This design comes from an exercise in tuning for small area, a short achievable clock period and few clock cycles on the open sky130 flow, not from production work. In this exercise RTL edits were held to simulation tests only and were not proved equivalent to the original. Power figures rest on the tool's default switching activity, not on a simulated workload.

Design rpt_fmt, start of the top module:
module rpt_fmt (
    input  wire        clk,
    input  wire        rst,         
    input  wire        req_valid,
    output wire        req_ready,
    input  wire        req_kind,    
    input  wire [7:0]  req_t,
    input  wire [7:0]  req_h,
    input  wire [15:0] req_f,
    output wire        tx_valid,
    input  wire        tx_ready,
    output wire [7:0]  tx_data
);
    localparam [5:0] Q_HEAD = 6'd0,     
                     Q_T1   = 6'd1,     
                     Q_T2   = 6'd2,     
                     Q_T0   = 6'd4,     
                     Q_H0   = 6'd5,     
                     Q_H1   = 6'd6,     
                     Q_H2   = 6'd7,     
                     Q_HD2  = 6'd8,     
                     Q_HD0  = 6'd10,    
                     Q_F1   = 6'd11,    
                     Q_F2   = 6'd12,    
                     Q_F3   = 6'd13,    
                     Q_F4   = 6'd14,    
                     Q_FD4  = 6'd15,    
                     Q_FD0  = 6'd19,    
                     Q_K0   = 6'd20,    
                     Q_K9   = 6'd29,
                     Q_KD2  = 6'd30,    
                     Q_KD0  = 6'd32,    
                     Q_CR   = 6'd33,
                     Q_LF   = 6'd34;
    reg        txv;
    reg [7:0]  txd;
    reg        rfree;       
    reg        rrdy;        
    reg        kind;
    reg [19:0] r;           
    reg [3:0]  rstep;       
    reg [9:0]  s;           
    reg [5:0]  st;
    assign req_ready = rrdy;
    assign tx_valid  = txv;
    assign tx_data   = txd;
    function [3:0] add3;
        input [3:0] x;
        add3 = {x[3] | (x[2] & (x[1] | x[0])),
                (x[3] & x[0]) | (x[2] & ~x[1] & ~x[0]),
                (x[1] & (~x[2] | x[0])) | (x[3] & ~x[0]),
                (~x[3] & ~x[2] & x[0]) | (x[2] & x[1] & ~x[0]) | (x[3] & ~x[0])};
    endfunction
    wire rdone = kind ? (rstep == 4'd13) : (rstep == 4'd5);
    wire ge1  = |rstep;
    wire ge3  = |rstep[3:2] | (rstep[1] & rstep[0]);
    wire ge5  = rstep[3] | (rstep[2] & (rstep[1] | rstep[0]));
    wire ge9  = rstep[3] & (|rstep[2:0]);
  ...
Size in the first run: roughly 490 cells after synthesis, ~51 flip-flops, ~47 I/O pins, about 4200 um2 of cells after synthesis.
clock: 40.0 ns
lec_check: 0
cap_margin: 20
core_margin: 2
core_utilization: 50
cts_buf_list: sky130_fd_sc_hd__clkbuf_8
cts_cluster_size: 10
place_density: 0.65
slew_margin: 20
standard.sh (not shown) runs the stock make flow with config.mk's settings and CLKGATE_MAP_FILE= SYNTH_SCRIPT=/design/flow/synth_recipe.tcl, a recipe that flattens the netlist after the stock synthesis.
==> flow/flow/run.sh <==
#!/bin/bash
# The standard layout, with the smallest buffer on the ports instead of the
# delay cell buffer_ports picks by default, timing repair asked to aim for a
# slack margin so that it works on the port paths too, and no dummy loads in
# the clock tree.
set -uo pipefail
export BUFFER_PORTS_ARGS="-buffer_cell sky130_fd_sc_hd__buf_1"
export SETUP_SLACK_MARGIN=31.1
export CTS_ARGS="-sink_clustering_enable -repair_clock_nets -sink_clustering_size 10 -buf_list sky130_fd_sc_hd__clkbuf_8 -dont_use_dummy_load"
bash standard.sh > standard.log 2>&1
Testbench counts at the start, summed over its fixed seeds: cycles 36,766.
Next try:
--- a/flow/design.v
+++ b/flow/design.v
@@ -32,61 +32,62 @@
                      Q_KD0  = 6'd32,    
                      Q_CR   = 6'd33,
                      Q_LF   = 6'd34;
     reg        txv;
     reg [7:0]  txd;
     reg        rfree;       
     reg        rrdy;        
     reg        kind;
     reg [19:0] r;           
-    reg [3:0]  rstep;       
+    reg [4:0]  rstep;       
     reg [9:0]  s;           
     reg [5:0]  st;
     assign req_ready = rrdy;
     assign tx_valid  = txv;
     assign tx_data   = txd;
     function [3:0] add3;
         input [3:0] x;
         add3 = {x[3] | (x[2] & (x[1] | x[0])),
                 (x[3] & x[0]) | (x[2] & ~x[1] & ~x[0]),
                 (x[1] & (~x[2] | x[0])) | (x[3] & ~x[0]),
                 (~x[3] & ~x[2] & x[0]) | (x[2] & x[1] & ~x[0]) | (x[3] & ~x[0])};
     endfunction
-    wire rdone = kind ? (rstep == 4'd13) : (rstep == 4'd5);
-    wire ge1  = |rstep;
-    wire ge3  = |rstep[3:2] | (rstep[1] & rstep[0]);
-    wire ge5  = rstep[3] | (rstep[2] & (rstep[1] | rstep[0]));
-    wire ge9  = rstep[3] & (|rstep[2:0]);
-    wire en1  = kind ? ge1 : ge3;
-    wire en2  = kind ? ge5 : 1'b1;
-    wire en3  = kind ? ge9 : ge3;
+    wire rdone = kind ? rstep[4] : rstep[3];
+    wire ge2  = |rstep[4:1];
+    wire ge4  = |rstep[4:2];
+    wire ge6  = rstep[4] | rstep[3] | (rstep[2] & rstep[1]);
+    wire ge8  = |rstep[4:3];
+    wire ge12 = rstep[4] | (rstep[3] & rstep[2]);
+    wire en0  = kind ? 1'b1 : ge2;
+    wire en1  = kind ? ge4  : ge6;
+    wire en2  = kind ? ge8  : ge2;
+    wire en3  = kind ? ge12 : ge6;
     reg [19:0] ra, rn;
     always @(*) begin
         ra = r;
-        ra[3:0] = add3(r[3:0]);
+        if (en0) ra[3:0]   = add3(r[3:0]);
         if (en1) ra[7:4]   = add3(r[7:4]);
         if (en2) ra[11:8]  = add3(r[11:8]);
         if (en3) ra[15:12] = add3(r[15:12]);
         rn = {ra[18:0], ra[19]};
         if (!kind) begin
             rn[0]  = ra[17];
             rn[8]  = ra[19];
             rn[16] = ra[7];
             rn[18] = ra[15];
         end
     end
-    wire [7:0] ssum = {s[2:0], s[9:5]};
     wire [2:0] kidx = st[2:0] - Q_K0[2:0];    
     reg  [9:0] sa, sn;
     always @(*) begin
         sa = s;
-        sa[3:0] = add3(s[3:0]);
-        if (kidx >= 3'd3) sa[7:4] = add3(s[7:4]);
+        if (kidx >= 3'd2) sa[3:0] = add3(s[3:0]);
+        if (kidx >= 3'd6) sa[7:4] = add3(s[7:4]);
         sn = {sa[8:0], sa[9]};
     end
     wire [5:0] q_t = (|r[19:18]) ? Q_T2  : (|r[15:12]) ? Q_T2 + 6'd1  : Q_T0;
     wire [5:0] q_h = (|r[17:16]) ? Q_HD2 : (|r[7:4])   ? Q_HD2 + 6'd1 : Q_HD0;
     wire [5:0] q_f = (|r[18:16]) ? Q_FD4 : (|r[15:12]) ? Q_FD4 + 6'd1 :
                      (|r[11:8])  ? Q_FD4 + 6'd2 : (|r[7:4]) ? Q_FD4 + 6'd3 : Q_FD0;
     wire [5:0] q_s = (|s[9:8])   ? Q_KD2 : (|s[7:4])   ? Q_KD2 + 6'd1 : Q_KD0;
     reg [7:0] nb;
     reg [3:0] dg;
@@ -167,29 +168,29 @@
             rrdy <= req_valid && !acc && (rfree || (ld && last_val));
         end
     end
     always @(posedge clk) begin
         if (rfree || (ld && last_val))
             kind <= req_kind;
     end
     always @(posedge clk) begin
         if (rfree) begin
-            r     <= kind ? {req_f[12:0], 4'b0000, req_f[15:13]}
-                          : {req_t[4:3], req_h[4:3], req_t[2:0], 2'b00,
-                             req_t[7:5], req_h[2:0], 2'b00, req_h[7:5]};
-            rstep <= 4'd0;
+            r     <= kind ? {req_f, 4'b0000}
+                          : {req_t[7:6], req_h[7:6], req_t[5:0], 2'b00,
+                             req_h[5:0], 2'b00};
+            rstep <= 5'd0;
         end else if (!rdone) begin
             r     <= rn;
-            rstep <= rstep + 4'd1;
+            rstep <= rstep + 5'd1;
         end
     end
     always @(posedge clk) begin
         if (ld) begin
             if (st == Q_HEAD)
-                s <= {nb[4:0], 2'b00, nb[7:5]};
+                s <= {nb, 2'b00};
             else if (body)
-                {s[2:0], s[9:5]} <= ssum + nb;
-            else if (st >= Q_K0 && st < Q_K0 + 6'd5)
+                s[9:2] <= s[9:2] + nb;
+            else if (st >= Q_K0 && st < Q_K0 + 6'd8)
                 s <= sn;
         end
     end
 endmodule
Outcome: Total power grows by 3.6%. Clock power barely changes. Combinational power grows by about 6%. Via count grows by 3.4%. Final area barely changes. Setup slack gets worse by 0.0049 ns. Register-to-register slack gets worse by 0.22 ns. Clock skew grows by 0.022 ns. First-iteration DRC count shrinks by 9.4%. Clock-buffer cell count is unchanged. Wire length grows by 3.4%.
Testbench counts after the change, summed over its fixed seeds: cycles 36,790.

==> port drivers added, routing unchanged <==
The results above use ideal ports. As a check the final layouts listed here were re-extracted and re-timed, cells and wires unchanged. Step 1 sets driving cells, clkbuf_16 on the clock port and buf_2 on the other inputs (assumed; they add their load-dependent delay and slew). Step 2 also shifts input and output timing later by t, the mid clock arrival at the registers, as if the neighbouring blocks saw the same clock. Three values: ideal ports, drivers, drivers and shift; two values: the first two.
run | t (ns) | setup WS [ns] | clock arrival spread, ns
the first run | 0.334 | 31.158 / 31.124 / 30.868 | 0.015 / 0.015
the second run | 0.337 | 31.153 / 31.119 / 30.903 | 0.037 / 0.037
After both steps setup and hold are still met in every run listed. The setup slack of the first run, which loses most, moves by -0.034 ns with the drivers and by -0.290 ns with both steps.
